This is an optimization exercise on Yosys and OpenROAD, whose aim is small area, a short achievable clock period and few clock cycles per item, not a production implementation.
In this exercise RTL edits were held to simulation tests only and were not proved equivalent to the original.
Power and IR drop assume default switching activity.

==> inputs of trial 26 <==
## modular_reduction_divider
module modular_reduction_divider (
    input  wire         clk,
    input  wire         rst_n,       
    input  wire [383:0] x,
    input  wire         x_valid,
    output wire [255:0] e,
    output reg          e_valid
);
clock: 6.5 ns
lec_check: 0
cap_margin: 20
core_margin: 2
core_utilization: 30
cts_buf_list: sky130_fd_sc_hd__clkbuf_4 sky130_fd_sc_hd__clkbuf_8
setup_slack_margin: 1.0
slew_margin: 20
run.sh (not shown) runs the stock make flow with config.mk's settings and CLKGATE_MAP_FILE= SYNTH_SCRIPT=/design/flow/synth_recipe.tcl, a recipe that flattens the netlist after the stock synthesis.
==> build 78: changes against trial 26 <==
--- a/flow/config.mk
+++ b/flow/config.mk
@@ -10,4 +10,5 @@
 export CORE_UTILIZATION = 30
 export CTS_BUF_LIST = sky130_fd_sc_hd__clkbuf_4 sky130_fd_sc_hd__clkbuf_8
+export GPL_TIMING_DRIVEN = 0
 export SETUP_SLACK_MARGIN = 1.0
 export SLEW_MARGIN = 20
==> impl_metrics.env <==
export IMPL_vias=63948
export IMPL_arrival_ns=6.43
export IMPL_buffers_excl_clock=2330
export IMPL_p_seq_share_pct=21.0
export IMPL_max_freq_ghz=0.1734
export IMPL_post_cts_setup_buffers=1
export IMPL_grtUsageMet1_pct=62.15
export IMPL_vdd_drop_max_mv=0.3342
export IMPL_antenna_found_initial=89
export IMPL_grt_max_degree=201
export IMPL_dr_wl_met2_um=168900
export IMPL_status="finished clean"
export IMPL_rr_worst_depth=25
export IMPL_diodes=58
export IMPL_post_route_min_period_ns=5.766
export IMPL_layout_area_seq_sq_mm=0.009044
export IMPL_clkCellAreaFrac_pct=2.457
export IMPL_cp_depth=25
export IMPL_layout_cells_non_filler=10358
export IMPL_cts_buffers=82
export IMPL_p_leak_nw=32.90
export IMPL_n_fill_cell=15688
the above is filed under trial 26

==> impl_metrics.env <==
export IMPL_max_freq_ghz=0.1713
export IMPL_post_route_min_period_ns=5.837
export IMPL_vias=59806
export IMPL_diodes=52
export IMPL_layout_area_seq_sq_mm=0.009031
export IMPL_rr_worst_depth=15
export IMPL_grtUsageMet1_pct=58.29
export IMPL_cts_buffers=90
export IMPL_status="finished clean"
export IMPL_vdd_drop_max_mv=0.2897
export IMPL_antenna_found_initial=81
export IMPL_p_leak_nw=28.76
export IMPL_n_fill_cell=16421
export IMPL_grt_max_degree=15
the above is filed under build 78

Testbench counts of trial 26, summed over its fixed seeds: cycles 22,280, items 768.
Testbench counts of build 78, summed over its fixed seeds: cycles 22,280, items 768.

* * *

==> inputs of run C <==
modular_reduction_divider again, from the RTL that the note above started with.
Settings: LEC_CHECK=0, ABC_AREA=1, CAP_MARGIN=20, CORE_MARGIN=2, CORE_UTILIZATION=30, CTS_BUF_LIST=sky130_fd_sc_hd__clkbuf_4 sky130_fd_sc_hd__clkbuf_8, GPL_TIMING_DRIVEN=0, SETUP_SLACK_MARGIN=1.5, SLEW_MARGIN=20; clock period 6.5 ns.
==> run F: changes against run C <==
- SETUP_SLACK_MARGIN: 1.5 -> 2.5
==> qor.txt <==
routed vias: 73.9k
Pwr Density: 528 nW/um^2
P_seq: 6440 uW
final total power: 36100 uW
Combinational Power Share: 0.731
Reg2Reg Launch Point: v[252]
switching share of power: 0.593
Clock buf/inv share: 0.0275
comb_multi_in: 6768
GP Congestion: 1.28
Levels on crit path: 21
Worst Path Max Fanout: 10
CP arrival: 6.10 ns
placed standard-cell area: 62100 um^2
outcome: finished clean
Comb power: 26400 uW
CP most frequent cell: nand2_1
storage element area: 9030 um^2
Source of the figures above: run C

==> qor.txt <==
outcome: finished clean
final total power: 40800 uW
routed vias: 78.9k
Worst Path Max Fanout: 7
storage element area: 9050 um^2
switching share of power: 0.575
placed standard-cell area: 62500 um^2
Clock buf/inv share: 0.0222
Comb power: 31100 uW
comb_multi_in: 6769
Levels on crit path: 27
P_seq: 6490 uW
Reg2Reg Launch Point: f1
Source of the figures above: run F

Testbench counts of run C, summed over its fixed seeds: cycles 22,280, items 768.
Testbench counts of run F, summed over its fixed seeds: cycles 22,280, items 768.

static timing again, ports no longer ideal:
In the flow no input, the clock included, has a driving cell. The finished layouts below were timed again as built, in two steps.
Step 1 assumes that a clkbuf_16 drives the clock port and a buf_2 every other input.
Step 2 also shifts input and output timing later by t, the mid clock arrival at the registers, as if the neighbouring blocks saw the same clock.
Three values: no drivers, after step 1, after step 2; two values: the first two.
run | t (ns) | setup slack, ns | slew at the worst register clock pin (ns)
trial 26 | 0.922 | 0.734 / 0.785 / -0.138 | 0.08 / 0.08
build 78 | 0.964 | 0.663 / 0.678 / -0.268 | 0.07 / 0.07
run C | 0.987 | 1.150 / 1.178 / 0.191 | 0.07 / 0.07
run F | 0.954 | 1.424 / 1.424 / 0.521 | 0.07 / 0.07
With both steps, setup timing fails in trial 26 and build 78, where it was met with ideal ports. The setup slack of run C, which loses most, moves by +0.028 ns with the drivers and by -0.959 ns with both steps.
